Source: an optimization exercise on an open RTL-to-GDS flow (aim: small area, a short achievable clock period and few clock cycles per item). Production flows keep margins and buffers that such runs may drop.
Only simulation tests tie the RTL to the original design; equivalence was not proved.
Power is estimated from default activity; no workload was simulated.

File: design/flow/design.v
module vm_alu (
    input  wire        clk,
    input  wire        rst,
    input  wire        in_valid,
    output wire        in_ready,
    input  wire [7:0]  in_op,
    input  wire [63:0] in_a,
    input  wire [63:0] in_b,
    output reg         out_valid,
    output reg  [63:0] out_result,
    output reg         out_err
);
    function [64:0] add64(input [63:0] a, input [63:0] b, input cin);
        reg [63:0] g, p, p0;
        integer l, i;
        begin
            p0 = a ^ b;
            g  = a & b;
            p  = p0;
            g[0] = g[0] | (p0[0] & cin);
            for (l = 0; l < 6; l = l + 1)
                for (i = 0; i < 64; i = i + 1)
                    if (((i + 1) % (1 << (l + 1))) == 0) begin
                        g[i] = g[i] | (p[i] & g[i - (1 << l)]);
                        p[i] = p[i] & p[i - (1 << l)];
                    end
            for (l = 4; l >= 0; l = l - 1)
                for (i = 0; i < 64; i = i + 1)
                    if (((i + 1) % (1 << (l + 1))) == (1 << l) && i >= (1 << (l + 1))) begin
                        g[i] = g[i] | (p[i] & g[i - (1 << l)]);
                        p[i] = p[i] & p[i - (1 << l)];
                    end
            add64 = {g[63], p0 ^ {g[62:0], cin}};
        end
    endfunction
    function [63:0] booth(input [63:0] x, input one, input two, input neg);
        booth = ((x & {64{one}}) | ({x[62:0], 1'b0} & {64{two}})) ^ {64{neg}};
    endfunction
    function [2:0] benc(input [2:0] b);
        benc = {b[1] ^ b[0], (b[2] & ~b[1] & ~b[0]) | (~b[2] & b[1] & b[0]), b[2]};
    endfunction
    function [5:0] msb(input [63:0] w);
        reg [31:0] w5;
        reg [15:0] w4;
        reg [7:0]  w3;
        reg [3:0]  w2;
        reg [1:0]  w1;
        begin
            msb[5] = |w[63:32];
            w5     = msb[5] ? w[63:32] : w[31:0];
            msb[4] = |w5[31:16];
            w4     = msb[4] ? w5[31:16] : w5[15:0];
            msb[3] = |w4[15:8];
            w3     = msb[3] ? w4[15:8] : w4[7:0];
            msb[2] = |w3[7:4];
            w2     = msb[2] ? w3[7:4] : w3[3:0];
            msb[1] = |w2[3:2];
            w1     = msb[1] ? w2[3:2] : w2[1:0];
            msb[0] = w1[1];
        end
    endfunction
    function [3:0] top_digit(input [63:0] w);
        reg [14:0] ue, ue_t;    
        integer j, lj;
        begin
            for (j = 0; j <= 14; j = j + 1)
                ue[j] = (w[4*j+7 -: 5] == {5{w[4*j+7]}});
            for (lj = 1; lj < 15; lj = lj * 2) begin
                ue_t = ue;
                for (j = 0; j <= 14; j = j + 1)
                    if (j + lj <= 14) ue[j] = ue_t[j] & ue_t[j + lj];
            end
            top_digit[3] = !ue[7];
            top_digit[2] = !ue[{top_digit[3], 3'b011}];
            top_digit[1] = !ue[{top_digit[3:2], 2'b01}];
            top_digit[0] = !ue[{top_digit[3:1], 1'b0}];
        end
    endfunction
    reg         s_idle, s_mul, s_nega, s_negb, s_align, s_div, s_negq;
    reg         pend;        
    reg  [7:0]  op;          
    reg         op_sub;      
    reg  [63:0] x;           
    reg  [63:0] y;           
    reg  [5:0]  count;       
    reg         sb;          
    reg         negq;        
    reg  [5:0]  bd;          
    reg         mfirst;      
    reg         mbyte;       
    wire last = (count == 6'd0);
    wire [6:0] dlx    = {1'b0, msb(x)} - {1'b0, msb(y)};
    wire       q_zero = dlx[6];
    wire [5:0] dl     = dlx[5:0];
    wire       far    = |dl[5:3];           
    wire [2:0] sh     = far ? 3'd7 : dl[2:0];
    assign in_ready = s_idle || (s_mul && last) || (s_div && last && !negq) ||
                      s_negq || (s_align && q_zero);
    wire accept = in_valid && in_ready;
    wire in_int  = in_op[0];
    wire in_mul  = (in_op == 8'h48) || (in_op == 8'h49);
    wire in_bdiv = (in_op == 8'h4C);
    wire in_div  = in_bdiv || (in_op == 8'h4D);
    wire in_div0 = in_int ? ~|in_b : ~|in_b[7:0];
    wire in_iter = in_mul || (in_div && !in_div0);
    wire in_na   = in_div && in_int && in_a[63];
    wire in_nb   = in_div && in_int && in_b[63];
    wire [3:0] in_top  = in_int ? top_digit(in_b) :
                         ((in_b[7:3] == {5{in_b[7]}}) ? 4'd0 : 4'd1);
    wire [64:0] in_bx  = {in_b, 1'b0};    
    wire [4:0]  in_dig = in_bx[4*in_top +: 5];
    wire [63:0] ppl = booth(x, bd[2], bd[1], bd[0]);
    wire [63:0] pph = {booth(x, bd[5], bd[4], bd[3]), 2'b0};
    wire [63:0] r0  = {out_result[59:0] & {60{!mfirst}}, 1'b0, bd[3], 1'b0, bd[0]};
    wire [63:0] ms  = r0 ^ ppl ^ pph;
    wire [63:0] mc  = (r0 & ppl) | (r0 & pph) | (ppl & pph);
    wire        inv_y  = op_sub || s_div || s_negb;
    wire        zero_p = s_nega || s_negb || s_negq;
    wire [63:0] pa  = s_mul ? ms : (zero_p ? 64'd0 : x);
    wire [63:0] pb  = s_mul  ? {mc[62:0], 1'b0} :
                      s_nega ? ~x :
                      s_negq ? ~out_result : (y ^ {64{inv_y}});
    wire        cin = !s_mul && (inv_y || s_nega || s_negq);
    wire [64:0] sum = add64(pa, pb, cin);
    wire [63:0] s   = sum[63:0];
    wire        fits = sum[64];    
    wire        c64 = sum[64];                   
    wire        c63 = s[63] ^ x[63] ^ ~y[63];    
    wire        c8  = s[8] ^ x[8] ^ ~y[8];       
    wire [63:0] d_ab = x ^ y;
    wire        eq8  = ~|d_ab[7:0];
    wire        eq63 = eq8 & ~|d_ab[62:8];
    wire        eq64 = eq63 & ~d_ab[63];
    wire lt_b = !c8;
    wire gt_b = !lt_b && !eq8;
    wire lt_i = (x[63] ^ y[63]) ? x[63] : !c64;
    wire gt_i = !lt_i && !eq64;
    wire a_nan     = (&x[62:52]) && (|x[51:0]);
    wire b_nan     = (&y[62:52]) && (|y[51:0]);
    wire unordered = a_nan || b_nan;
    wire both_zero = ~|x[62:0] && ~|y[62:0];
    wire mag_lt    = !c63;
    wire mag_gt    = c63 && !eq63;
    wire f_eq      = !unordered && (eq64 || both_zero);
    wire f_lt      = !unordered && !both_zero &&
                     ((x[63] != y[63]) ? x[63] : (x[63] ? mag_gt : mag_lt));
    wire f_gt      = !unordered && !both_zero &&
                     ((x[63] != y[63]) ? y[63] : (x[63] ? mag_lt : mag_gt));
    reg         cmp;
    always @(*) begin
        case (op[3:0])
            4'h0: cmp = eq8;
            4'h1: cmp = eq64;
            4'h2: cmp = f_eq;
            4'h4: cmp = !eq8;
            4'h5: cmp = !eq64;
            4'h6: cmp = !f_eq;
            4'h8: cmp = gt_b;
            4'h9: cmp = gt_i;
            4'hA: cmp = f_gt;
            4'hC: cmp = lt_b;
            4'hD: cmp = lt_i;
            4'hE: cmp = f_lt;
            default: cmp = 1'b0;
        endcase
    end
    reg [63:0] simple_result;
    always @(*) begin
        case (op)
            8'h40, 8'h44: simple_result = {56'd0, s[7:0]};
            8'h41, 8'h45: simple_result = s;
            8'h60, 8'h61, 8'h62, 8'h64, 8'h65, 8'h66,
            8'h68, 8'h69, 8'h6A, 8'h6C, 8'h6D, 8'h6E:
                          simple_result = {56'd0, {8{cmp}}};
            8'h70:        simple_result = {56'd0, x[7:0] & y[7:0]};
            8'h71:        simple_result = {56'd0, x[7:0] | y[7:0]};
            8'h72:        simple_result = {56'd0, ~y[7:0]};
            8'h73:        simple_result = {56'd0, x[7:0] ^ y[7:0]};
            default:      simple_result = 64'd0;    
        endcase
    end
    wire [64:0] y_ext = {y, 1'b0};
    wire [4:0]  dbits = y_ext[4*(count[3:0] - 4'd1) +: 5];
    always @(posedge clk) begin
        if (rst) begin
            {s_idle, s_mul, s_nega, s_negb, s_align, s_div, s_negq} <= 7'b1000000;
            pend      <= 1'b0;
            out_valid <= 1'b0;
            out_err   <= 1'b0;
        end else begin
            out_valid <= pend;
            out_err   <= pend && (op == 8'h4C || op == 8'h4D);
            pend      <= accept && !in_iter;
            if (s_mul && last) begin
                s_mul     <= 1'b0;
                s_idle    <= 1'b1;
                out_valid <= 1'b1;
            end
            if (s_nega) begin
                s_nega  <= 1'b0;
                s_negb  <= sb;
                s_align <= !sb;
            end
            if (s_negb) begin
                s_negb  <= 1'b0;
                s_align <= 1'b1;
            end
            if (s_align) begin
                if (q_zero) begin
                    s_align   <= 1'b0;
                    s_idle    <= 1'b1;
                    out_valid <= 1'b1;
                end else if (!far) begin
                    s_align <= 1'b0;
                    s_div   <= 1'b1;
                end
            end
            if (s_div && last) begin
                s_div <= 1'b0;
                if (negq) begin
                    s_negq <= 1'b1;
                end else begin
                    s_idle    <= 1'b1;
                    out_valid <= 1'b1;
                end
            end
            if (s_negq) begin
                s_negq    <= 1'b0;
                s_idle    <= 1'b1;
                out_valid <= 1'b1;
            end
            if (accept) begin
                s_idle  <= !in_iter;
                s_mul   <= in_mul;
                s_nega  <= in_iter && in_na;
                s_negb  <= in_iter && !in_na && in_nb;
                s_align <= in_iter && in_div && !in_na && !in_nb;
                s_div   <= 1'b0;
                s_negq  <= 1'b0;
            end
        end
    end
    always @(posedge clk) begin
        if (s_mul) begin
            out_result <= (mbyte && last) ? {56'd0, s[7:0]} : s;
        end else if (s_div) begin
            out_result <= {out_result[62:0], fits};
        end else if (s_align) begin
            out_result <= 64'd0;
        end else if (s_idle) begin
            out_result <= simple_result;
        end else begin    
            out_result <= s;
        end
        if (s_mul) begin
            count      <= count - 6'd1;
            bd         <= {benc(dbits[4:2]), benc(dbits[2:0])};
            mfirst     <= 1'b0;
        end
        if (s_nega) x <= s;
        if (s_negb) y <= s;
        if (s_align) begin
            y          <= y << sh;
            count      <= count + {3'd0, sh};
        end
        if (s_div) begin
            if (fits) x <= s;
            y          <= {1'b0, y[63:1]};
            count      <= count - 6'd1;
        end
        op_sub <= accept && (in_op[2] | in_op[5]);
        if (accept) begin
            op     <= in_op;
            x      <= {in_a[63:8] & {56{!in_bdiv}}, in_a[7:0]};
            y      <= {in_b[63:8] & {56{!in_bdiv}}, in_b[7:0]};
            count  <= in_mul ? {2'b0, in_top} : 6'd0;
            bd     <= {benc(in_dig[4:2]), benc(in_dig[2:0])};
            mfirst <= 1'b1;
            mbyte  <= !in_int;
            sb     <= in_nb;
            negq   <= in_int && (in_a[63] ^ in_b[63]);
        end
    end
endmodule
File: design/flow/run.sh
#!/bin/bash
# synth_recipe.tcl (not shown) runs the flow's synth.tcl, then flattens the netlist and writes it again
# the make line also repeats each setting of config.mk as NAME=value (left out here)
make -C /OpenROAD-flow-scripts/flow DESIGN_CONFIG=/design/flow/config.mk WORK_HOME=/design/flow/orfs CLKGATE_MAP_FILE= SYNTH_SCRIPT=/design/flow/synth_recipe.tcl finish
File: design/flow/config.mk
export PLATFORM = sky130hd
export DESIGN_NAME = vm_alu
export DESIGN_NICKNAME = vm_alu
export VERILOG_FILES = /design/flow/design.v
export SDC_FILE = /design/flow/constraint.sdc
export NUM_CORES = 4
export LEC_CHECK = 0
export ABC_AREA = 1
export CAP_MARGIN = 20
export CORE_MARGIN = 2
export CORE_UTILIZATION = 40
export SETUP_SLACK_MARGIN = 2
export SLEW_MARGIN = 20
File: design/flow/constraint.sdc
create_clock -name core_clock -period 8.0 [get_ports {clk}]
set_input_delay 1.6000 -clock core_clock [delete_from_list [all_inputs] [get_ports {clk}]]
set_output_delay 1.6000 -clock core_clock [all_outputs]
set_load 0.01 [all_outputs]
==> results.py, run 1 <==
metrics = {
    "routing": {
        "first_pass_iters": 9,
        "via_per_inst": 6.375,
        "drc": 0,
        "vias": 35930,
        "drt_iter0_drc": 5419,
        "drtAntennaViolNets": 0,
        "wl_per_cell_um": 29.43,
        "drt_wl_total_um": 165900,
    },
    "worst_setup_path": {
        "required_ns": 6.40,
        "cp.arrival_ns": 4.97,
        "r2r_setup_slack_ns": 1.85,
        "reg2reg_to": "y[24]",
        "slowest_stage": "edfxtp_1",
        "worst-path-max-fanout": 6,
        "critPathKind": "flop to output port",
        "crit_path_start": "y[43]",
        "r2r_start": "y[43]",
        "endpoint_kind": "output port",
        "reg2reg_depth": 43,
        "slowest_delay_ns": 0.48,
        "critPathLaunchType": "flop",
    },
    "die": {
        "die-height_um": 269.7,
        "die_w_um": 269.7,
        "placement_rows": 97,
        "io_pins": 206,
        "initial_core_util": 0.4034,
        "core_sq_mm": 0.07003,
        "die_area_sq_mm": 0.07276,
    },
    "sta": {
        "fin_crit_ns": 6.572,
        "timing.clock.skew_ns": 0.03537,
        "fin_setup_tns_ns": 0,
        "fin_crit_sh": 0.8215,
        "finalHoldViolations": 0,
        "rsz0062_at_grt": "true",
        "setup_viol": 0,
        "slew_headroom": 0.3003,
        "drv_slew": 0,
        "worst_slew_pin_slew_ns": 1.042,
        "fmax_mhz": 152.2,
    },
    "cells_and_area": {
        "area_growth_pct": 29.44,
        "nets": 5005,
        "final_layout_size_suffix_gt1_frac": 0.1820,
    },
    "yosys": {
        "syn_nets": 4740,
        "synth.area.top_cells": "nand2_1 12%, dfxtp_1 9.9%, edfxtp_1 9.2%",
        "yosysUniqueCellTypes": 64,
        "ys_seq_area_frac": 0.1917,
        "ys_async_sr_fraction": 0,
        "synth_area_sq_mm": 0.02825,
        "synth_edf_count": 87,
        "yosysTopAreaCellShare": 0.1155,
        "synth_area_leader_cell": "nand2_1",
        "synth-seq-cells": 227,
        "synth_commonest_cells": "869 x nand2_1, 457 x nor2_1, 440 x inv_1",
        "yosysMostFrequentCell": "nand2_1",
        "synth_warnings": 1,
        "synth.avg_cell_area_sq_um": 6.417,
        "synth-main-ff-cell": "dfxtp_1",
        "syn_inst": 4402,
    },
    "run_status": {
        "status": "complete, no violations",
    },
    "hold_path": {
        "worst_hold_path.num_cells": 2,
        "worstHoldStart": "pend",
        "hold-path-endpoint": "out_err",
        "hp-class": "flop to flop",
    },
    "grt": {
        "overflow": 0,
        "grt_max_degree": 138,
        "grt_pass1_vias": 32250,
        "antenna_found_initial": 5,
        "gr-usage-all-layers": 0.4178,
        "grt_pass1_wl_um": 226200,
    },
    "placed_design": {
        "port_buffers": 205,
        "globalplace.congestion": 1.101,
        "dp_hpwl_um": 118900,
    },
    "clock_network": {
        "clk_latency_ns": 0.60,
        "numCtsBuffers": 34,
        "cts.reportedPaths.clkPinSlew_ns": 0.06,
        "holdBufCountCts": 0,
        "htreeDepth": 2,
        "cts_buffer_depth": 3,
        "ctsRootBufferMaster": "clkbuf_16",
        "cts.sinks": 227,
        "cts_tree": "done",
    },
    "power_and_ir_drop": {
        "total_power_mw": 8.363,
        "p_leak_nw": 16.03,
        "max-vdd-ir-drop_mv": 0.1554,
        "power_density_mw_per_mm2": 228.7,
    },
    "flow_run": {
        "cap_viol_max_count": 0,
    },
}
[flip-flops by register name, summed over array words and instances (netlist names), 6 cells and up]
signal / flops
count: 6
bd: 6
out_result: 64
x: 64
y: 64
op: 8
[through the flow]
step | instance area (sq um) | hold WS, ns | worst slack [ns] | utilization | instances
after floorplan | 28260 | 0.4276 | 2.247 | - | 4402
after global placement | 31360 | 0.4973 | 0.3584 | 0.4478 | 5371
after detailed placement | 31360 | 0.5098 | 0.4463 | 0.4478 | 5371
after CTS | 33720 | 0.5156 | 1.521 | 0.4816 | 5522
after global routing | 36560 | 0.5336 | 1.280 | 0.5221 | 5635
final | 36560 | 0.5081 | 1.428 | 0.5221 | 5636
[kinds of logic after synthesis]
group | count (synthesis) | synth area share
AO/OA/AOI/OAI | 1185 | 0.2549
multiplexers | 2 | 0.0007530
flip-flops | 227 | 0.1917
XOR/XNOR | 209 | 0.06480
buffers and inverters | 805 | 0.1094
adder cells (fa/ha/maj) | 199 | 0.1131
AND/OR/NAND/NOR | 1775 | 0.2652
[report_power, final]
| group | leakage (nW) | internal (mW) | switching [mW] |
|---|---|---|---|
| clock network | 0.578 | 0.991 | 0.691 |
| registers | 2.02 | 1.36 | 0.247 |
| logic | 13.4 | 1.83 | 3.25 |
[worst max path at each step]
| stage | slack [ns] | cells after the start | endpoint |
|---|---|---|---|
| floorplan | 2.25 | 33 | out_result[1] |
| global placement | 0.36 | 29 | in_ready |
| detailed placement | 0.45 | 29 | in_ready |
| CTS | 1.52 | 34 | in_ready |
| global route | 1.28 | 34 | in_ready |
| finish | 1.43 | 34 | in_ready |
[final cells by class]
type	count	area (sq um)
timing repair buffer	510	5166
clock buffer	44	928.4
multi-input combinational	3373	21420
clock inverter	18	265.3
sequential	227	5461
antenna	3	7.507
tap	940	1176
timing repair inverter	1	5.005
inverter	520	2132
fill	7197	33460
[critical path: cells and delay by family, from the launching register on]
family / cells / cell delay [ns]
buf+inv: 5 / 0.71
compound gates: 3 / 0.33
flops: 1 / 0.48
simple gates: 24 / 2.32
fa+ha+maj: 2 / 0.56
[placed cells by master (no fill, tap or decap), types with 28 or more instances in the layout]
master           Yosys  routed
nand4_1             69      69
clkbuf_16            0      46
nor2_1             457     431
dfxtp_1            140     111
o211ai_1            31      31
o21ai_2              0      98
nand2_2             13      50
nand2_1            869     797
buf_4                3     227
o21ai_1             13      67
nand3_1            285     228
a22oi_1             79      73
xor2_1             176     175
o21ai_0            408     246
o311ai_0            46      43
o32ai_1             55      55
nand3_2              1      48
a21oi_1            221     208
buf_12               0      28
inv_1              440     413
xnor2_1             33      33
ha_1               105     102
edfxtp_1            87      87
inv_2               66      64
clkdlybuf4s50_1      0     204
o22ai_1            200     193
nand2_4              2      35
fa_1                94      91
[per-layer routing]
| layer | global-route usage | up-vias | share of wire |
|---|---|---|---|
| li1 | - | 15620 | - |
| met1 | 0.5554 | 17040 | 0.38 |
| met2 | 0.6249 | 2672 | 0.41 |
| met3 | 0.1173 | 597 | 0.14 |
| met4 | 0.1937 | 6 | 0.068 |
| met5 | 0 | - | 0.00022 |
[timing repair]
item,in CTS,in global routing
gates resized for setup,155,576
gates cloned,2,22
endpoints found under the hold margin,0,0
pin swaps,51,128
setup buffers,87,88
setup endpoints to repair,254,182
Testbench counts, summed over its fixed seeds: cycles 69,394, ops 12,000.
==> run 2: changes to the inputs <==
--- a/design/flow/design.v
+++ b/design/flow/design.v
@@ -59,22 +59,8 @@
             msb[0] = w1[1];
         end
     endfunction
-    function [3:0] top_digit(input [63:0] w);
-        reg [14:0] ue, ue_t;    
-        integer j, lj;
-        begin
-            for (j = 0; j <= 14; j = j + 1)
-                ue[j] = (w[4*j+7 -: 5] == {5{w[4*j+7]}});
-            for (lj = 1; lj < 15; lj = lj * 2) begin
-                ue_t = ue;
-                for (j = 0; j <= 14; j = j + 1)
-                    if (j + lj <= 14) ue[j] = ue_t[j] & ue_t[j + lj];
-            end
-            top_digit[3] = !ue[7];
-            top_digit[2] = !ue[{top_digit[3], 3'b011}];
-            top_digit[1] = !ue[{top_digit[3:2], 2'b01}];
-            top_digit[0] = !ue[{top_digit[3:1], 1'b0}];
-        end
+    function all_eq(input [63:0] w, input [63:0] care);
+        all_eq = &(w | ~care) || ~|(w & care);
     endfunction
     reg         s_idle, s_mul, s_nega, s_negb, s_align, s_div, s_negq;
     reg         pend;        
@@ -87,14 +73,14 @@
     reg         negq;        
     reg  [5:0]  bd;          
     reg         mfirst;      
+    reg         mlast;       
     reg         mbyte;       
+    reg         afirst;      
     wire last = (count == 6'd0);
-    wire [6:0] dlx    = {1'b0, msb(x)} - {1'b0, msb(y)};
-    wire       q_zero = dlx[6];
-    wire [5:0] dl     = dlx[5:0];
+    wire [5:0] dl     = msb(x) - msb(y);
     wire       far    = |dl[5:3];           
     wire [2:0] sh     = far ? 3'd7 : dl[2:0];
-    assign in_ready = s_idle || (s_mul && last) || (s_div && last && !negq) ||
+    assign in_ready = s_idle || (s_mul && mlast) || (s_div && last && !negq) ||
                       s_negq || (s_align && q_zero);
     wire accept = in_valid && in_ready;
     wire in_int  = in_op[0];
@@ -105,28 +91,53 @@
     wire in_iter = in_mul || (in_div && !in_div0);
     wire in_na   = in_div && in_int && in_a[63];
     wire in_nb   = in_div && in_int && in_b[63];
-    wire [3:0] in_top  = in_int ? top_digit(in_b) :
-                         ((in_b[7:3] == {5{in_b[7]}}) ? 4'd0 : 4'd1);
-    wire [64:0] in_bx  = {in_b, 1'b0};    
-    wire [4:0]  in_dig = in_bx[4*in_top +: 5];
+    wire in_mlast = all_eq(in_b, in_int ? 64'hFFFF_FFFF_FFFF_FFF8 : 64'hF8);
     wire [63:0] ppl = booth(x, bd[2], bd[1], bd[0]);
-    wire [63:0] pph = {booth(x, bd[5], bd[4], bd[3]), 2'b0};
-    wire [63:0] r0  = {out_result[59:0] & {60{!mfirst}}, 1'b0, bd[3], 1'b0, bd[0]};
+    wire [63:0] pph = {booth(x, bd[5], bd[4], 1'b0), 2'b0} ^ {64{bd[3]}};
+    wire [63:0] r0  = out_result & {64{!mfirst}};
     wire [63:0] ms  = r0 ^ ppl ^ pph;
     wire [63:0] mc  = (r0 & ppl) | (r0 & pph) | (ppl & pph);
+    wire        m_mode = s_mul || s_nega || s_negq;
     wire        inv_y  = op_sub || s_div || s_negb;
-    wire        zero_p = s_nega || s_negb || s_negq;
-    wire [63:0] pa  = s_mul ? ms : (zero_p ? 64'd0 : x);
-    wire [63:0] pb  = s_mul  ? {mc[62:0], 1'b0} :
-                      s_nega ? ~x :
-                      s_negq ? ~out_result : (y ^ {64{inv_y}});
-    wire        cin = !s_mul && (inv_y || s_nega || s_negq);
-    wire [64:0] sum = add64(pa, pb, cin);
+    wire [63:0] pa  = m_mode ? ms : (s_negb ? 64'd0 : x);
+    wire [63:0] pb  = m_mode ? {mc[62:0], bd[3]} : (y ^ {64{inv_y}});
+    wire        cin = m_mode ? (bd[0] || s_negq) : inv_y;
+    wire [65:0] sum_x = {1'b0, pa, 1'b1} + {1'b0, pb, cin};
+    wire [64:0] sum   = sum_x[65:1];
     wire [63:0] s   = sum[63:0];
     wire        fits = sum[64];    
-    wire        c64 = sum[64];                   
-    wire        c63 = s[63] ^ x[63] ^ ~y[63];    
-    wire        c8  = s[8] ^ x[8] ^ ~y[8];       
+    wire [63:0] cg = x & ~y;    
+    wire [63:0] cp = x | ~y;    
+    function [1:0] gp(input [1:0] hi, input [1:0] lo);    
+        gp = {hi[1] | (hi[0] & lo[1]), hi[0] & lo[0]};
+    endfunction
+    reg  [1:0] t8 [0:7];
+    reg  [1:0] gp8, gp_hi, gp56;
+    integer ci;
+    always @(*) begin
+        for (ci = 0; ci < 8; ci = ci + 1)
+            t8[ci] = grp8(cg[8*ci +: 8], cp[8*ci +: 8]);
+        gp8   = t8[0];
+        gp56  = gp(gp(gp(t8[6], t8[5]), gp(t8[4], t8[3])), gp(t8[2], t8[1]));
+        gp_hi = gp(gp56, gp8);    
+    end
+    function [1:0] grp8(input [7:0] g, input [7:0] p);    
+        reg [1:0] a0, a1, a2, a3;
+        begin
+            a0 = gp({g[1], p[1]}, {g[0], p[0]});
+            a1 = gp({g[3], p[3]}, {g[2], p[2]});
+            a2 = gp({g[5], p[5]}, {g[4], p[4]});
+            a3 = gp({g[7], p[7]}, {g[6], p[6]});
+            grp8 = gp(gp(a3, a2), gp(a1, a0));
+        end
+    endfunction
+    wire [1:0] gp7  = grp8({1'b0, cg[62:56]}, {1'b1, cp[62:56]});    
+    wire [1:0] gp63 = gp(gp7, gp_hi);
+    wire [1:0] gp64 = gp({cg[63], cp[63]}, gp63);
+    wire        c8  = gp8[1] | gp8[0];     
+    wire        c63 = gp63[1] | gp63[0];   
+    wire        c64 = gp64[1] | gp64[0];   
+    wire        q_zero = !c64;             
     wire [63:0] d_ab = x ^ y;
     wire        eq8  = ~|d_ab[7:0];
     wire        eq63 = eq8 & ~|d_ab[62:8];
@@ -179,8 +190,6 @@
             default:      simple_result = 64'd0;    
         endcase
     end
-    wire [64:0] y_ext = {y, 1'b0};
-    wire [4:0]  dbits = y_ext[4*(count[3:0] - 4'd1) +: 5];
     always @(posedge clk) begin
         if (rst) begin
             {s_idle, s_mul, s_nega, s_negb, s_align, s_div, s_negq} <= 7'b1000000;
@@ -191,7 +200,7 @@
             out_valid <= pend;
             out_err   <= pend && (op == 8'h4C || op == 8'h4D);
             pend      <= accept && !in_iter;
-            if (s_mul && last) begin
+            if (s_mul && mlast) begin
                 s_mul     <= 1'b0;
                 s_idle    <= 1'b1;
                 out_valid <= 1'b1;
@@ -242,28 +251,33 @@
     end
     always @(posedge clk) begin
         if (s_mul) begin
-            out_result <= (mbyte && last) ? {56'd0, s[7:0]} : s;
+            out_result <= (mbyte && mlast) ? {56'd0, s[7:0]} : s;
         end else if (s_div) begin
-            out_result <= {out_result[62:0], fits};
+            out_result <= {out_result[62:0], fits ^ negq};
         end else if (s_align) begin
-            out_result <= 64'd0;
+            out_result <= {64{negq && !q_zero}};
         end else if (s_idle) begin
             out_result <= simple_result;
         end else begin    
             out_result <= s;
         end
         if (s_mul) begin
-            count      <= count - 6'd1;
-            bd         <= {benc(dbits[4:2]), benc(dbits[2:0])};
-            mfirst     <= 1'b0;
+            x      <= {x[59:0], 4'd0};
+            y      <= {{4{y[63]}}, y[63:4]};
+            bd     <= {benc(y[7:5]), benc(y[5:3])};
+            mfirst <= 1'b0;
+            mlast  <= mbyte || all_eq(y, 64'hFFFF_FFFF_FFFF_FF80);
         end
         if (s_nega) x <= s;
         if (s_negb) y <= s;
         if (s_align) begin
             y          <= y << sh;
-            count      <= count + {3'd0, sh};
+            if (afirst) count <= dl;
+            afirst     <= 1'b0;
         end
         if (s_div) begin
+            bd         <= 6'd0;
+            mfirst     <= 1'b0;
             if (fits) x <= s;
             y          <= {1'b0, y[63:1]};
             count      <= count - 6'd1;
@@ -273,8 +287,10 @@
             op     <= in_op;
             x      <= {in_a[63:8] & {56{!in_bdiv}}, in_a[7:0]};
             y      <= {in_b[63:8] & {56{!in_bdiv}}, in_b[7:0]};
-            count  <= in_mul ? {2'b0, in_top} : 6'd0;
-            bd     <= {benc(in_dig[4:2]), benc(in_dig[2:0])};
+            count  <= 6'd0;
+            bd     <= in_na ? 6'b000_101 : {benc(in_b[3:1]), benc({in_b[1:0], 1'b0})};
+            mlast  <= in_mlast;
+            afirst <= 1'b1;
             mfirst <= 1'b1;
             mbyte  <= !in_int;
             sb     <= in_nb;
--- a/design/flow/config.mk
+++ b/design/flow/config.mk
@@ -8,6 +8,6 @@
 export ABC_AREA = 1
 export CAP_MARGIN = 20
 export CORE_MARGIN = 2
-export CORE_UTILIZATION = 40
-export SETUP_SLACK_MARGIN = 2
+export CORE_UTILIZATION = 45
+export SETUP_SLACK_MARGIN = 2.5
 export SLEW_MARGIN = 20
==> results.py, run 2 <==
metrics = {
    "cells_and_area": {
        "reg.largest.list": "out_result x64, x x64, y x63",
        "final_cells": 5915,
        "final_cell_mix": "1023 x nand2_1, 407 x nor2_1, 397 x inv_1, 321 x o21ai_0, 249 x buf_4",
        "layout.area.seq_sq_mm": 0.005483,
        "nets": 5442,
        "final_layout_size_suffix_gt1_frac": 0.1776,
        "final_area_sq_mm": 0.03892,
        "fill_cells": 6423,
        "final_common_cell": "nand2_1",
        "multi_input_area_sq_mm": 0.02371,
        "area_growth_pct": 30.15,
    },
    "power_and_ir_drop": {
        "p_leak_nw": 16.37,
        "internal_power_mw": 3.476,
        "pwr-share-seq": 0.208,
        "total_power_mw": 6.872,
        "combPwrFrac": 0.559,
        "switchingPower_mw": 3.397,
        "power_density_mw_per_mm2": 176.6,
        "sw_frac_of_total": 0.4943,
        "power_frac_clock": 0.233,
        "max-vdd-ir-drop_mv": 0.1296,
    },
    "yosys": {
        "synth_area_sq_mm": 0.02990,
        "synth.area.top_cells": "nand2_1 14%, dfxtp_1 9.8%, ha_1 9.0%",
        "synth_edf_count": 82,
        "syn_inst": 4702,
        "yosysMostFrequentCell": "nand2_1",
        "synth.avg_cell_area_sq_um": 6.359,
        "synth_warnings": 2,
        "yosysTopAreaCellShare": 0.1441,
        "syn_nets": 5120,
        "ys_async_sr_fraction": 0,
        "ys_seq_area_frac": 0.1808,
        "synth_commonest_cells": "1148 x nand2_1, 436 x nor2_1, 417 x inv_1",
        "synth_area_leader_cell": "nand2_1",
        "synth-main-ff-cell": "dfxtp_1",
        "synth-seq-cells": 229,
        "yosysUniqueCellTypes": 66,
    },
    "worst_setup_path": {
        "required_ns": 8.45,
        "r2r_start": "x[33]",
        "reg2reg_to": "y[45]",
        "critPathKind": "flop to flop",
        "cp.arrival_ns": 6.37,
        "endpoint_kind": "flop",
        "critPathLaunchType": "flop",
        "worst-path-max-fanout": 7,
        "crit_path_start": "x[33]",
        "reg2reg_depth": 44,
        "endpoint": "y[45]",
        "r2r_setup_slack_ns": 2.08,
        "slowest_delay_ns": 0.41,
        "path_common_cell": "nand2_1",
        "slowest_stage": "dfxtp_4",
    },
    "placed_design": {
        "port_buffers": 205,
        "placed_cells": 5627,
        "globalplace.congestion": 1.077,
        "dp_hpwl_um": 132200,
        "dpl_cell_area_sq_mm": 0.03300,
    },
    "routing": {
        "drt_wl_total_um": 182400,
        "vias": 39230,
        "first_pass_iters": 8,
        "drc": 0,
        "drt_iter0_drc": 5984,
        "wl_per_cell_um": 30.85,
        "drtAntennaViolNets": 0,
        "via_per_inst": 6.633,
    },
    "flow_run": {
        "cap_viol_max_count": 0,
    },
    "hold_path": {
        "hp-class": "flop to flop",
    },
    "sta": {
        "slew_headroom": 0.1309,
        "fmax_mhz": 168.9,
        "whs_ns": 0.4557,
        "drv_slew": 0,
        "fin_crit_sh": 0.7401,
        "finalHoldViolations": 0,
        "rsz0062_at_grt": "true",
        "fin_crit_ns": 5.921,
        "setup_viol": 0,
        "timing.clock.skew_ns": 0.03150,
        "fin_setup_tns_ns": 0,
        "worst_slew_pin_slew_ns": 1.299,
    },
    "clock_network": {
        "cts.reportedPaths.clkPinSlew_ns": 0.07,
        "clk_latency_ns": 0.59,
        "htreeDepth": 2,
        "cts.sinks": 229,
        "holdBufCountCts": 0,
        "numCtsBuffers": 34,
        "cts_buffer_depth": 3,
        "ctsRootBufferMaster": "clkbuf_16",
        "cts_tree": "done",
    },
    "grt": {
        "grt_max_degree": 157,
        "grt_pass1_wl_um": 253300,
        "gr-usage-all-layers": 0.5114,
        "overflow": 0,
        "grt_pass1_vias": 35960,
        "antenna_found_initial": 5,
    },
    "die": {
        "die_area_sq_mm": 0.06852,
        "die-height_um": 261.8,
        "placement_rows": 94,
        "die_w_um": 261.8,
        "io_pins": 206,
        "initial_core_util": 0.4548,
        "core_sq_mm": 0.06575,
    },
    "run_status": {
        "status": "complete, no violations",
    },
}
## run 2: worst max-delay path, delay by kind of cell (launching register included)
| family | cells | cell delay (ns) |
|---|---|---|
| xor+xnor | 1 | 0.21 |
| flops | 1 | 0.41 |
| simple gates | 25 | 2.66 |
| fa+ha+maj | 1 | 0.19 |
| mux | 1 | 0.30 |
| buf+inv | 12 | 1.54 |
| compound gates | 4 | 0.45 |
## run 2: timing repair
action                     in CTS  in global routing
pin swaps                      38                122
gates resized for setup       362                390
setup buffers                 150                 47
gates cloned                   21                  7
setup endpoints to repair     156                144
## run 2: kinds of logic after synthesis
kind of cell / after synthesis / synth area share
DFF: 229 / 0.1808
buffers and inverters: 750 / 0.09750
AOI/OAI and AO/OA: 1212 / 0.2404
adders and majority gates: 279 / 0.1331
xor gates and xnor gates: 189 / 0.05536
and+or+nand+nor: 2009 / 0.2815
muxes: 34 / 0.01138
## run 2: per-stage QoR
step | setup WS [ns] | utilization
5_1_grt | 1.940 | 0.5917
4_1_cts | 2.367 | 0.5599
3_3_place_gp | 1.199 | 0.5013
6_report | 2.079 | 0.5919
2_1_floorplan | 2.887 | -
3_5_place_dp | 1.249 | 0.5019
## run 2: worst min path at each step
stage / to / from / cells after the start / slack (ns)
3_5_place_dp: afirst / afirst / 2 / 0.45
4_1_cts: afirst / afirst / 2 / 0.46
3_3_place_gp: afirst / afirst / 2 / 0.44
5_1_grt: count[0] / count[0] / 2 / 0.48
2_1_floorplan: afirst / afirst / 2 / 0.43
6_report: afirst / afirst / 2 / 0.46
## run 2: area by class of cell
cell class	instances	area share
clock inverter	9	0.002058
tap	864	0.02778
multi-input combinational	3731	0.6092
timing repair buffer	536	0.1401
timing repair inverter	2	0.0004823
clock buffer	49	0.02569
inverter	490	0.05344
antenna	5	0.0003215
sequential	229	0.1409
## run 2: power by group through the flow
| stage | combinational, mW | clock (mW) | sequential [mW] |
|---|---|---|---|
| floorplan | 1.67 | 0 | 1.39 |
| global placement | 2.95 | 0 | 1.46 |
| detailed placement | 2.94 | 0 | 1.45 |
| CTS | 3.31 | 1.57 | 1.41 |
| global route | 3.97 | 1.62 | 1.43 |
| finish | 3.84 | 1.60 | 1.43 |
## run 2: per-layer routing
| metal | share of wire | global-route usage | up-vias |
|---|---|---|---|
| li1 | - | - | 16770 |
| met1 | 0.36 | 0.6103 | 18200 |
| met2 | 0.40 | 0.7392 | 3206 |
| met3 | 0.12 | 0.1427 | 1065 |
| met4 | 0.12 | 0.4779 | 0 |
| met5 | 0 | 0.001389 | - |
Testbench counts of run 2, summed over its fixed seeds: cycles 68,943, ops 12,000.
==> run 3: changes to the inputs <==
--- a/design/flow/design.v
+++ b/design/flow/design.v
@@ -102,8 +102,7 @@
     wire [63:0] pa  = m_mode ? ms : (s_negb ? 64'd0 : x);
     wire [63:0] pb  = m_mode ? {mc[62:0], bd[3]} : (y ^ {64{inv_y}});
     wire        cin = m_mode ? (bd[0] || s_negq) : inv_y;
-    wire [65:0] sum_x = {1'b0, pa, 1'b1} + {1'b0, pb, cin};
-    wire [64:0] sum   = sum_x[65:1];
+    wire [64:0] sum = add64(pa, pb, cin);
     wire [63:0] s   = sum[63:0];
     wire        fits = sum[64];    
     wire [63:0] cg = x & ~y;    
--- a/design/flow/config.mk
+++ b/design/flow/config.mk
@@ -9,5 +9,5 @@
 export CAP_MARGIN = 20
 export CORE_MARGIN = 2
 export CORE_UTILIZATION = 45
-export SETUP_SLACK_MARGIN = 2.5
+export SETUP_SLACK_MARGIN = 1.5
 export SLEW_MARGIN = 20
==> results.py, run 3 <==
metrics = {
    "power_and_ir_drop": {
        "power_density_mw_per_mm2": 202.5,
        "max-vdd-ir-drop_mv": 0.1443,
        "p_leak_nw": 15.14,
    },
    "yosys": {
        "synthMuxAreaShare": 0,
        "synth_warnings": 2,
        "yosysMostFrequentCell": "nand2_1",
        "synth-simple-area-share": 0.2845,
        "synth_edf_count": 82,
        "synth-main-ff-cell": "dfxtp_1",
        "synth.avg_cell_area_sq_um": 6.472,
        "synth_commonest_cells": "1110 x nand2_1, 466 x inv_1, 424 x o21ai_0",
        "synth-compound-area-share": 0.2286,
        "ys_seq_area_frac": 0.1840,
        "synth.area.top_cells": "nand2_1 14%, dfxtp_1 10%, ha_1 9.0%",
        "syn_inst": 4539,
        "syn_nets": 4987,
        "synth_xor_area_frac": 0.04114,
        "yosysUniqueCellTypes": 65,
        "synth-seq-cells": 229,
        "yosysTopAreaCellShare": 0.1418,
        "ys_async_sr_fraction": 0,
        "synth-adder-area-share": 0.1564,
        "synth_top_family_by_area": "simple AND/OR/NAND/NOR gates",
        "synth_area_leader_cell": "nand2_1",
        "synth_area_sq_mm": 0.02938,
    },
    "die": {
        "core_sq_mm": 0.06446,
        "placement_rows": 93,
        "io_pins": 206,
        "die-height_um": 259.5,
        "die_w_um": 259.5,
        "die_area_sq_mm": 0.06735,
        "initial_core_util": 0.4557,
    },
    "worst_setup_path": {
        "crit_family": "simple AND/OR/NAND/NOR gates",
        "critPathBufInv": 4,
        "reg2reg_to": "y[59]",
        "critPathLaunchType": "flop",
        "endpoint_kind": "flop",
        "reg2reg_depth": 37,
        "cp.arrival_ns": 6.58,
        "slowest_stage": "edfxtp_1",
        "cp.depth": 37,
        "worst-path-max-fanout": 28,
        "path_common_cell": "nand2_1",
        "slowest_delay_ns": 0.59,
        "required_ns": 8.34,
        "r2r_start": "y[33]",
        "r2r_setup_slack_ns": 1.77,
        "critPathKind": "flop to flop",
    },
    "grt": {
        "grt_pass1_vias": 31680,
        "antenna_found_initial": 3,
        "grt_pass1_wl_um": 217400,
        "overflow": 0,
        "grt_max_degree": 113,
        "gr-usage-all-layers": 0.4349,
    },
    "sta": {
        "slew_headroom": 0.2657,
        "drv_slew": 0,
        "fin_crit_ns": 6.231,
        "worst_slew_pin_slew_ns": 1.099,
        "finalHoldViolations": 0,
        "fin_setup_tns_ns": 0,
        "setup_viol": 0,
        "fmax_mhz": 160.5,
        "rsz0062_at_grt": "false",
        "fin_crit_sh": 0.7789,
        "timing.clock.skew_ns": 0.02913,
    },
    "clock_network": {
        "cts.sinks": 229,
        "holdBufCountCts": 0,
        "cts_tree": "done",
        "ctsRootBufferMaster": "clkbuf_16",
        "numCtsBuffers": 34,
        "clk_latency_ns": 0.60,
        "htreeDepth": 2,
        "cts.reportedPaths.clkPinSlew_ns": 0.06,
        "cts_buffer_depth": 3,
    },
    "routing": {
        "drtAntennaViolNets": 0,
        "first_pass_iters": 7,
        "vias": 35120,
        "drt_wl_total_um": 153200,
        "drc": 0,
        "drt_iter0_drc": 4993,
        "via_per_inst": 6.362,
        "wl_per_cell_um": 27.76,
    },
    "cells_and_area": {
        "final_area_sq_mm": 0.03414,
        "nets": 5090,
        "reg.largest.list": "out_result x64, x x64, y x63",
        "final_core_util": 0.5296,
        "final_layout_size_suffix_gt1_frac": 0.07758,
        "diodes": 0,
        "final_common_cell": "nand2_1",
        "fill_cells": 6617,
        "area_growth_pct": 16.22,
        "final_cell_mix": "1103 x nand2_1, 449 x inv_1, 413 x o21ai_0, 306 x nor2_1, 297 x nand3_1",
    },
    "hold_path": {
        "hold-path-endpoint": "afirst",
        "worstHoldStart": "afirst",
        "worst_hold_path.num_cells": 2,
        "hp-class": "flop to flop",
    },
    "placed_design": {
        "dp_hpwl_um": 113200,
        "globalplace.congestion": 1.065,
        "port_buffers": 205,
        "dpl_cell_area_sq_mm": 0.03228,
    },
    "flow_run": {
        "cap_viol_max_count": 0,
    },
    "run_status": {
        "status": "complete, no violations",
    },
}
[run 3: changes by cell type in the layout (fill, tap and decap cells not counted), moves of 34 or more]
cell / previous run / this run
inv_1: 397 / 449
nor2_1: 407 / 306
nand2_4: 38 / 4
nand2_1: 1023 / 1103
nand3_1: 148 / 297
nand3_2: 46 / 3
a31oi_1: 69 / 18
a21oi_1: 245 / 164
o21ai_0: 321 / 413
buf_4: 249 / 120
nand2_2: 102 / 10
[run 3: routing by layer]
metal  track usage  part of all wire  vias up
met5             0           0.00027        -
met4        0.1620             0.042        6
met3        0.1245              0.13      403
met2        0.6321              0.41     2432
met1        0.6066              0.41    16650
li1              -                 -    15630
[run 3: power by group]
part	switching, mW	total, mW	internal [mW]
sequential	0.290	1.67	1.38
combinational	2.42	3.67	1.25
clock	0.673	1.58	0.906
[run 3: tightest hold or removal path, delay by kind of cell (launching register included)]
| family | cells | cell delay (ns) |
|---|---|---|
| AND/OR/NAND/NOR | 2 | 0.11 |
| flip-flops | 1 | 0.30 |
[run 3: per-stage QoR]
step           setup slack [ns]  hold slack, ns  cells  power [mW]
2_1_floorplan             2.072          0.4270   4539       3.754
3_3_place_gp              1.036          0.4394   5419       5.057
3_5_place_dp              1.021          0.4462   5419       5.062
4_1_cts                   1.444          0.4565   5481       6.653
5_1_grt                   1.503          0.4790   5521       7.293
6_report                  1.769          0.4594   5521       6.914
[run 3: repair_timing]
item                                    4_1_cts  5_1_grt
endpoints found under the setup margin       47       96
gates cloned                                  2        4
pin swaps                                     1       11
resized for setup                            13       91
setup buffers                                 0       36
[run 3: how the worst max path moves through the flow]
| stage | startpoint | to | slack (ns) |
|---|---|---|---|
| final | y[33] | y[59] | 1.77 |
| after CTS | x[7] | y[47] | 1.44 |
| after floorplan | s_mul | y[47] | 2.07 |
| after detailed placement | s_mul | y[47] | 1.02 |
| after global routing | bd[2] | y[47] | 1.50 |
| after global placement | s_mul | y[47] | 1.04 |
[run 3: cell families (layout without fill, tap and decap cells)]
| logic type | Yosys count | count (layout) |
|---|---|---|
| DFF | 229 | 229 |
| xor gates and xnor gates | 138 | 138 |
| adders and majority gates | 309 | 309 |
| buffers and inverters | 803 | 929 |
| AOI/OAI and AO/OA | 1108 | 1108 |
| and+or+nand+nor | 1952 | 1953 |
[run 3: area by class of cell]
class / instances / area, sq um / area share
Inverter: 521 / 2021 / 0.05918
Clock inverter: 8 / 110.1 / 0.003225
Sequential cell: 229 / 5433 / 0.1591
Multi-Input combinational cell: 3508 / 21100 / 0.6180
Timing Repair Buffer: 348 / 3408 / 0.09982
Clock buffer: 52 / 1001 / 0.02932
Tap cell: 855 / 1070 / 0.03133
Testbench counts of run 3, summed over its fixed seeds: cycles 68,943, ops 12,000.
==> run 4: changes to the inputs <==
--- a/design/flow/config.mk
+++ b/design/flow/config.mk
@@ -6,8 +6,8 @@
 export NUM_CORES = 4
 export LEC_CHECK = 0
 export ABC_AREA = 1
-export CAP_MARGIN = 20
+export CAP_MARGIN = 10
 export CORE_MARGIN = 2
 export CORE_UTILIZATION = 45
-export SETUP_SLACK_MARGIN = 1.5
-export SLEW_MARGIN = 20
+export SETUP_SLACK_MARGIN = 2
+export SLEW_MARGIN = 10
==> results.py, run 4 <==
metrics = {
    "run_status": {
        "status": "complete, no violations",
    },
    "die": {
        "die_w_um": 259.5,
        "initial_core_util": 0.4557,
        "io_pins": 206,
        "die-height_um": 259.5,
        "core_sq_mm": 0.06446,
        "die_area_sq_mm": 0.06735,
        "placement_rows": 93,
    },
    "clock_network": {
        "htreeDepth": 2,
        "numCtsBuffers": 34,
        "clk_latency_ns": 0.61,
        "cts_buffer_depth": 3,
        "holdBufCountCts": 0,
        "cts_tree": "done",
        "ctsRootBufferMaster": "clkbuf_16",
        "cts.reportedPaths.clkPinSlew_ns": 0.05,
        "cts.sinks": 229,
    },
    "worst_setup_path": {
        "endpoint_kind": "flop",
        "critPathBufInv": 6,
        "worst-path-max-fanout": 14,
        "path_common_cell": "nand2_2",
        "required_ns": 8.46,
        "slowest_stage": "edfxtp_1",
        "critPathLaunchType": "flop",
        "crit_family": "simple AND/OR/NAND/NOR gates",
        "cp.arrival_ns": 6.40,
        "slowest_delay_ns": 0.51,
        "critPathKind": "flop to flop",
    },
    "yosys": {
        "synth-seq-cells": 229,
        "synth-main-ff-cell": "dfxtp_1",
        "synth_commonest_cells": "1110 x nand2_1, 466 x inv_1, 424 x o21ai_0",
        "synth_edf_count": 82,
        "yosysMostFrequentCell": "nand2_1",
        "yosysUniqueCellTypes": 65,
        "yosysTopAreaCellShare": 0.1418,
        "synth.area.top_cells": "nand2_1 14%, dfxtp_1 10%, ha_1 9.0%",
        "synth_warnings": 2,
        "syn_inst": 4539,
        "ys_seq_area_frac": 0.1840,
        "ys_async_sr_fraction": 0,
        "syn_nets": 4987,
        "synth_area_leader_cell": "nand2_1",
        "synth.avg_cell_area_sq_um": 6.472,
        "synth_area_sq_mm": 0.02938,
    },
    "routing": {
        "drc": 0,
        "drtAntennaViolNets": 0,
        "drt_iter0_drc": 5680,
        "first_pass_iters": 8,
        "via_per_inst": 6.396,
        "vias": 35740,
        "wl_per_cell_um": 28.03,
        "drt_wl_total_um": 156600,
    },
    "power_and_ir_drop": {
        "p_leak_nw": 15.64,
        "power_density_mw_per_mm2": 201.3,
        "total_power_mw": 7.135,
        "max-vdd-ir-drop_mv": 0.1441,
    },
    "sta": {
        "whs_ns": 0.4586,
        "finalHoldViolations": 0,
        "fin_crit_sh": 0.7418,
        "setup_viol": 0,
        "drv_slew": 0,
        "fin_crit_ns": 5.934,
        "fmax_mhz": 168.5,
        "fin_setup_tns_ns": 0,
        "setup_ws_ns": 2.066,
        "slew_headroom": 0.3229,
        "rsz0062_at_grt": "true",
        "timing.clock.skew_ns": 0.03378,
        "worst_slew_pin_slew_ns": 1.013,
    },
    "placed_design": {
        "preCtsSetupSlack_ns": 1.021,
        "dpl_cell_area_sq_mm": 0.03228,
        "port_buffers": 205,
        "globalplace.congestion": 1.065,
        "placed_cells": 5419,
        "dp_hpwl_um": 113200,
    },
    "flow_run": {
        "cap_viol_max_count": 0,
    },
    "cells_and_area": {
        "final_cells": 5587,
        "reg.largest.list": "out_result x64, x x64, y x63",
        "final_area_sq_mm": 0.03544,
        "final_cell_mix": "1072 x nand2_1, 447 x inv_1, 404 x o21ai_0, 296 x nor2_1, 276 x nand3_1",
        "fill_cells": 6517,
        "area_growth_pct": 20.62,
        "nets": 5153,
        "final_common_cell": "nand2_1",
        "final_core_util": 0.5497,
        "final_layout_size_suffix_gt1_frac": 0.1133,
    },
    "grt": {
        "antenna_found_initial": 7,
        "grt_max_degree": 86,
        "grt_pass1_wl_um": 221900,
        "gr-usage-all-layers": 0.4451,
        "overflow": 0,
        "grt_pass1_vias": 32350,
    },
    "hold_path": {
        "hp-class": "flop to flop",
    },
}
==> run 4: final cells by class <==
cell class / count / area, sq um / area share
diodes: 3 / 7.507 / 0.0002118
clock buffers: 52 / 1001 / 0.02825
clock inverters: 8 / 110.1 / 0.003107
inverters: 521 / 2076 / 0.05858
multi-input cells: 3510 / 21590 / 0.6092
flip-flops and latches: 229 / 5453 / 0.1539
well taps: 855 / 1070 / 0.03019
repair buffers: 409 / 4130 / 0.1166
==> run 4: timing repair <==
item / in CTS / in global routing
resized for setup: 93 / 188
setup endpoints to repair: 128 / 156
setup buffers: 34 / 55
pin swaps: 10 / 59
cloned: 8 / 8
==> run 4: worst paths after layout <==
kind	cells past startpoint	slack, ns	startpoint	endpoint
min reg2reg	2	0.46	afirst	afirst
max reg2reg	42	2.07	y[51]	y[50]
min	2	0.46	afirst	afirst
max	42	2.07	y[51]	y[50]
==> run 4: metal layers <==
layer,up-vias,GRT usage,share of wire
met2,2593,0.6469,0.41
met4,6,0.1737,0.050
li1,15800,-,-
met1,16870,0.6121,0.40
met5,-,0,0.00027
met3,471,0.1367,0.14
==> run 4: worst min-delay path: cells and delay by family (launching register included) <==
family	cells	cell delay, ns
flip-flops	1	0.30
AND/OR/NAND/NOR	2	0.11
==> run 4: cell families after synthesis <==
family	after synthesis	synth area share
and+or+nand+nor	1952	0.2845
adders and majority gates	309	0.1564
xor gates and xnor gates	138	0.04114
buffers and inverters	803	0.1053
AOI/OAI and AO/OA	1108	0.2286
DFF	229	0.1840
==> run 4: where the power goes <==
| part | switching [mW] | internal [mW] |
|---|---|---|
| Combinational | 2.52 | 1.36 |
| Clock | 0.680 | 0.906 |
| Sequential | 0.292 | 1.38 |
| Total | 3.49 | 3.65 |
==> run 5: changes to the inputs <==
--- a/design/flow/config.mk
+++ b/design/flow/config.mk
@@ -6,8 +6,9 @@
 export NUM_CORES = 4
 export LEC_CHECK = 0
 export ABC_AREA = 1
-export CAP_MARGIN = 10
+export CAP_MARGIN = 20
 export CORE_MARGIN = 2
 export CORE_UTILIZATION = 45
+export CTS_BUF_LIST = sky130_fd_sc_hd__clkbuf_4 sky130_fd_sc_hd__clkbuf_8
 export SETUP_SLACK_MARGIN = 2
-export SLEW_MARGIN = 10
+export SLEW_MARGIN = 20
==> results.py, run 5 <==
metrics = {
    "worst_setup_path": {
        "r2r_start": "y[51]",
        "path_common_cell": "nand2_2",
        "reg2reg_to": "y[60]",
        "slowest_delay_ns": 0.52,
        "reg2reg_depth": 39,
        "slowest_stage": "edfxtp_1",
        "critPathLaunchType": "flop",
        "required_ns": 8.45,
        "worst-path-max-fanout": 8,
        "r2r_setup_slack_ns": 1.96,
        "endpoint_kind": "flop",
        "cp.arrival_ns": 6.49,
        "critPathKind": "flop to flop",
    },
    "yosys": {
        "synth.area.top_cells": "nand2_1 14%, dfxtp_1 10%, ha_1 9.0%",
        "yosysUniqueCellTypes": 65,
        "synth.avg_cell_area_sq_um": 6.472,
        "yosysMostFrequentCell": "nand2_1",
        "ys_seq_area_frac": 0.1840,
        "synth_area_leader_cell": "nand2_1",
        "synth_area_sq_mm": 0.02938,
        "syn_nets": 4987,
        "synth_commonest_cells": "1110 x nand2_1, 466 x inv_1, 424 x o21ai_0",
        "syn_inst": 4539,
        "ys_async_sr_fraction": 0,
        "synth-seq-cells": 229,
        "yosysTopAreaCellShare": 0.1418,
        "synth_warnings": 2,
        "synth_edf_count": 82,
        "synth-main-ff-cell": "dfxtp_1",
    },
    "die": {
        "placement_rows": 93,
        "io_pins": 206,
        "die_area_sq_mm": 0.06735,
        "die_w_um": 259.5,
        "die-height_um": 259.5,
        "core_sq_mm": 0.06446,
        "initial_core_util": 0.4557,
    },
    "sta": {
        "fin_setup_tns_ns": 0,
        "setup_viol": 0,
        "fin_crit_ns": 6.036,
        "drv_slew": 0,
        "worst_slew_pin_slew_ns": 1.086,
        "rsz0062_at_grt": "true",
        "setup_ws_ns": 1.964,
        "whs_ns": 0.4592,
        "finalHoldViolations": 0,
        "slew_headroom": 0.2741,
        "fmax_mhz": 165.7,
        "timing.clock.skew_ns": 0.03840,
        "fin_crit_sh": 0.7545,
    },
    "cells_and_area": {
        "nets": 5176,
        "area_growth_pct": 21.77,
        "final_core_util": 0.5549,
        "final_common_cell": "nand2_1",
        "multi_input_area_sq_mm": 0.02176,
        "layout.area.seq_sq_mm": 0.005458,
        "reg.largest.list": "out_result x64, x x64, y x63",
        "final_area_sq_mm": 0.03577,
        "final_layout_size_suffix_gt1_frac": 0.1315,
        "final_cell_mix": "1061 x nand2_1, 442 x inv_1, 391 x o21ai_0, 295 x nor2_1, 261 x nand3_1",
        "fill_cells": 6497,
    },
    "grt": {
        "grt_pass1_vias": 32370,
        "grt_pass1_wl_um": 222400,
        "antenna_found_initial": 7,
        "gr-usage-all-layers": 0.4453,
        "grt_max_degree": 86,
        "overflow": 0,
    },
    "routing": {
        "drtAntennaViolNets": 0,
        "vias": 35930,
        "wl_per_cell_um": 28.10,
        "drt_wl_total_um": 158100,
        "drt_iter0_drc": 5177,
        "via_per_inst": 6.385,
        "first_pass_iters": 9,
        "drc": 0,
    },
    "clock_network": {
        "clk_latency_ns": 0.72,
        "numCtsBuffers": 50,
        "ctsRootBufferMaster": "clkbuf_8",
        "htreeDepth": 2,
        "cts.reportedPaths.clkPinSlew_ns": 0.06,
        "holdBufCountCts": 0,
        "cts.sinks": 229,
        "cts_tree": "done",
        "cts_buffer_depth": 3,
    },
    "hold_path": {
        "hp-class": "flop to flop",
        "worstHoldStart": "afirst",
        "worst_hold_path.num_cells": 2,
        "hold-path-endpoint": "afirst",
    },
    "power_and_ir_drop": {
        "sw_frac_of_total": 0.4917,
        "internal_power_mw": 3.663,
        "pwr-share-seq": 0.232,
        "power_density_mw_per_mm2": 201.4,
        "switchingPower_mw": 3.543,
        "p_leak_nw": 15.77,
        "max-vdd-ir-drop_mv": 0.1282,
        "combPwrFrac": 0.551,
        "power_frac_clock": 0.218,
    },
    "flow_run": {
        "cap_viol_max_count": 0,
    },
    "placed_design": {
        "preCtsSetupSlack_ns": 1.021,
        "dpl_cell_area_sq_mm": 0.03228,
        "port_buffers": 205,
        "globalplace.congestion": 1.065,
        "dp_hpwl_um": 113200,
    },
    "run_status": {
        "status": "complete, no violations",
    },
}
run 5: cell counts after synthesis:
No cell type changed its count.
run 5: repair_timing:
action / CTS / global route
setup endpoints to repair: 129 / 132
pin swaps: 10 / 85
resized for setup: 95 / 244
buffers inserted: 29 / 61
gates cloned: 9 / 13
run 5: power groups by stage:
stage	registers [mW]	clock network [mW]	logic (mW)
CTS	1.64	1.56	3.56
floorplan	1.55	0	2.20
global placement	1.66	0	3.39
finish	1.67	1.57	3.97
global route	1.67	1.62	4.29
detailed placement	1.66	0	3.40
run 5: worst max path at each step:
stage,slack [ns],end,depth (start not counted),start
2_1_floorplan,2.07,y[47],36,s_mul
3_3_place_gp,1.04,y[47],35,s_mul
3_5_place_dp,1.02,y[47],35,s_mul
4_1_cts,1.96,y[47],34,bd[0]
5_1_grt,1.77,y[60],40,y[54]
6_report,1.96,y[60],39,y[51]
run 5: per-stage QoR:
step | std cells | total power, mW
after floorplan | 4539 | 3.754
after global placement | 5419 | 5.057
after detailed placement | 5419 | 5.062
after CTS | 5549 | 6.765
after global routing | 5625 | 7.574
final | 5627 | 7.206
run 5: layer usage:
metal,vias to the layer above,GRT usage,share of wire
li1,15830,-,-
met1,16960,0.6153,0.40
met2,2622,0.6458,0.40
met3,501,0.1346,0.15
met4,8,0.1731,0.053
met5,-,0,0.00032
run 5: kinds of logic after synthesis:
| group | count (synthesis) | synth area share |
|---|---|---|
| AND/OR/NAND/NOR | 1952 | 0.2845 |
| XOR/XNOR | 138 | 0.04114 |
| flip-flops | 229 | 0.1840 |
| buffers and inverters | 803 | 0.1053 |
| adder cells (fa/ha/maj) | 309 | 0.1564 |
| AO/OA/AOI/OAI | 1108 | 0.2286 |
run 5: cell type report:
class	count	share of cell area
antenna	4	0.0002798
clock buffer	77	0.02735
clock inverter	15	0.004862
inverter	521	0.05806
multi-input combinational	3511	0.6082
sequential	229	0.1526
tap	855	0.02990
timing repair buffer	414	0.1186
timing repair inverter	1	0.0002099
run 5: critical path, delay by kind of cell, from the launching register on:
kind                     cells  cell delay [ns]
XOR/XNOR                     1             0.20
AND/OR/NAND/NOR             30             3.56
buffers and inverters        4             0.73
AO/OA/AOI/OAI                3             0.49
flip-flops                   1             0.52
adder cells (fa/ha/maj)      1             0.26
==> run 6: changes to the inputs <==
--- a/design/flow/config.mk
+++ b/design/flow/config.mk
@@ -9,6 +9,6 @@
 export CAP_MARGIN = 20
 export CORE_MARGIN = 2
 export CORE_UTILIZATION = 45
-export CTS_BUF_LIST = sky130_fd_sc_hd__clkbuf_4 sky130_fd_sc_hd__clkbuf_8
 export SETUP_SLACK_MARGIN = 2
 export SLEW_MARGIN = 20
+export TNS_END_PERCENT = 10
==> results.py, run 6 <==
metrics = {
    "yosys": {
        "ys_async_sr_fraction": 0,
        "synth_area_leader_cell": "nand2_1",
        "synth-simple-area-share": 0.2845,
        "synth_edf_count": 82,
        "synth-seq-cells": 229,
        "yosysTopAreaCellShare": 0.1418,
        "syn_inst": 4539,
        "synth_warnings": 2,
        "synthMuxAreaShare": 0,
        "ys_seq_area_frac": 0.1840,
        "yosysMostFrequentCell": "nand2_1",
        "synth_top_family_by_area": "simple AND/OR/NAND/NOR gates",
        "synth_xor_area_frac": 0.04114,
        "synth-main-ff-cell": "dfxtp_1",
        "syn_nets": 4987,
        "synth-adder-area-share": 0.1564,
        "synth_area_sq_mm": 0.02938,
        "synth_commonest_cells": "1110 x nand2_1, 466 x inv_1, 424 x o21ai_0",
        "synth.avg_cell_area_sq_um": 6.472,
        "yosysUniqueCellTypes": 65,
        "synth.area.top_cells": "nand2_1 14%, dfxtp_1 10%, ha_1 9.0%",
        "synth-compound-area-share": 0.2286,
    },
    "placed_design": {
        "dp_hpwl_um": 113200,
        "port_buffers": 205,
        "dpl_cell_area_sq_mm": 0.03228,
        "placed_cells": 5419,
        "globalplace.congestion": 1.065,
    },
    "worst_setup_path": {
        "reg2reg_depth": 42,
        "cp.arrival_ns": 6.46,
        "critPathKind": "flop to flop",
        "r2r_setup_slack_ns": 2.00,
        "slowest_delay_ns": 0.51,
        "reg2reg_to": "y[50]",
        "crit_path_start": "y[51]",
        "critPathLaunchType": "flop",
        "worst-path-max-fanout": 14,
        "endpoint_kind": "flop",
        "required_ns": 8.46,
        "r2r_start": "y[51]",
        "path_common_cell": "nand2_2",
        "slowest_stage": "edfxtp_1",
    },
    "sta": {
        "fmax_mhz": 166.6,
        "whs_ns": 0.4588,
        "finalHoldViolations": 0,
        "timing.clock.skew_ns": 0.03376,
        "rsz0062_at_grt": "true",
        "setup_viol": 0,
        "fin_crit_sh": 0.7505,
        "drv_slew": 0,
        "fin_setup_tns_ns": 0,
        "slew_headroom": 0.2648,
        "worst_slew_pin_slew_ns": 1.100,
        "fin_crit_ns": 6.004,
    },
    "grt": {
        "gr-usage-all-layers": 0.4452,
        "antenna_found_initial": 6,
        "grt_pass1_vias": 32360,
        "grt_max_degree": 86,
        "overflow": 0,
        "grt_pass1_wl_um": 221900,
    },
    "die": {
        "placement_rows": 93,
        "die-height_um": 259.5,
        "initial_core_util": 0.4557,
        "die_area_sq_mm": 0.06735,
        "die_w_um": 259.5,
        "io_pins": 206,
        "core_sq_mm": 0.06446,
    },
    "run_status": {
        "status": "complete, no violations",
    },
    "cells_and_area": {
        "fill_cells": 6528,
        "nets": 5147,
        "final_cells": 5579,
        "final_common_cell": "nand2_1",
        "final_core_util": 0.5477,
        "area_growth_pct": 20.19,
        "final_area_sq_mm": 0.03531,
        "final_layout_size_suffix_gt1_frac": 0.1084,
        "reg.largest.list": "out_result x64, x x64, y x63",
        "final_cell_mix": "1079 x nand2_1, 448 x inv_1, 404 x o21ai_0, 296 x nor2_1, 280 x nand3_1",
    },
    "routing": {
        "via_per_inst": 6.398,
        "drc": 0,
        "vias": 35690,
        "wl_per_cell_um": 28.12,
        "first_pass_iters": 6,
        "drtAntennaViolNets": 0,
        "drt_iter0_drc": 5356,
        "drt_wl_total_um": 156900,
    },
    "clock_network": {
        "cts_tree": "done",
        "ctsRootBufferMaster": "clkbuf_16",
        "htreeDepth": 2,
        "cts_buffer_depth": 3,
        "cts.reportedPaths.clkPinSlew_ns": 0.05,
        "cts.sinks": 229,
        "clk_latency_ns": 0.61,
        "numCtsBuffers": 34,
    },
    "hold_path": {
        "hold-path-endpoint": "afirst",
        "worst_hold_path.num_cells": 2,
        "hp-class": "flop to flop",
        "worstHoldStart": "afirst",
    },
    "power_and_ir_drop": {
        "max-vdd-ir-drop_mv": 0.1440,
        "power_density_mw_per_mm2": 201.9,
        "p_leak_nw": 15.59,
    },
    "flow_run": {
        "cap_viol_max_count": 0,
    },
}
-- run 6: cell counts after synthesis --
No cell type changed its count.
-- run 6: how the worst max path moves through the flow --
stage                       end  slack [ns]  depth (start not counted)
after detailed placement  y[47]        1.02                         35
after floorplan           y[47]        2.07                         36
after global routing      y[50]        1.78                         43
final                     y[50]        2.00                         42
after CTS                 y[47]        1.93                         34
after global placement    y[47]        1.04                         35
-- run 6: where the power goes --
part           switching (mW)  internal, mW  leakage [nW]
Combinational            2.52          1.36          13.0
Clock                   0.681         0.906         0.541
Sequential              0.288          1.38          2.02
-- run 6: routing by layer --
metal  wire length [um]  global-route usage  up-vias
li1                   -                   -    15780
met1              62240              0.6139    16790
met2              63710              0.6465     2629
met3              22840              0.1353      489
met4               7920              0.1726       10
met5                170                   0        -
-- run 6: cells by family (layout without fill, tap and decap cells) --
family,count (synthesis),count (layout)
AOI/OAI and AO/OA,1108,1108
DFF,229,229
xor gates and xnor gates,138,138
buffers and inverters,803,983
and+or+nand+nor,1952,1956
adders and majority gates,309,309
other,0,1
-- run 6: repair_timing --
action | in CTS | in global routing
setup endpoints to repair | 128 | 156
pin swaps | 10 | 57
cloned | 8 | 10
gates resized for setup | 88 | 169
buffers inserted | 34 | 47
hold buffers | 0 | 0
-- run 6: metrics by stage --
step	setup WS (ns)	total power [mW]
after floorplan	2.072	3.754
after global placement	1.036	5.057
after detailed placement	1.021	5.062
after CTS	1.927	6.799
after global routing	1.785	7.491
final	1.996	7.127
-- run 6: critical path, delay by kind of cell, from the launching register on --
kind | cells | cell delay [ns]
simple gates | 31 | 3.55
buf+inv | 6 | 0.90
flops | 1 | 0.51
compound gates | 3 | 0.43
fa+ha+maj | 1 | 0.26
xor+xnor | 1 | 0.19
-- run 6: area by class of cell --
class	count	area [sq um]	share of cell area
Multi-Input combinational cell	3511	21510	0.6092
Antenna cell	1	2.502	0.00007087
Tap cell	855	1070	0.03030
Inverter	521	2069	0.05861
Clock buffer	52	1001	0.02835
Sequential cell	229	5451	0.1544
Timing Repair Buffer	402	4095	0.1160
Clock inverter	8	110.1	0.003118

-- afterwards: timing with drivers on the ports --
The flow's constraints put no driver on any port. The routed layouts listed below were extracted and timed again, unchanged, in two steps. Step 1 assumes that a clkbuf_16 drives the clock port and a buf_2 every other input. Step 2, shift: input delay + t, output delay - t, t = (earliest + latest rising clock arrival at the registers) / 2. This alone moves slack from input paths to output paths. a / b / c = no drivers / after step 1 / after step 2; a / b = the first two.
run | t, ns | setup slack, ns | worst setup path at the end | worst slew at a driven data input, ns
run 1 | 0.653 | 1.428 / 1.355 / 1.747 | input to register | 0.11
run 2 | 0.649 | 2.079 / 2.079 / 2.079 | register to register | 0.06
run 3 | 0.663 | 1.769 / 1.769 / 1.769 | register to register | 0.12
run 4 | 0.662 | 2.066 / 2.066 / 2.066 | register to register | 0.12
run 5 | 0.766 | 1.964 / 1.964 / 1.964 | register to register | 0.14
run 6 | 0.663 | 1.996 / 1.996 / 1.996 | register to register | 0.12
After both steps every run listed still meets setup and hold.
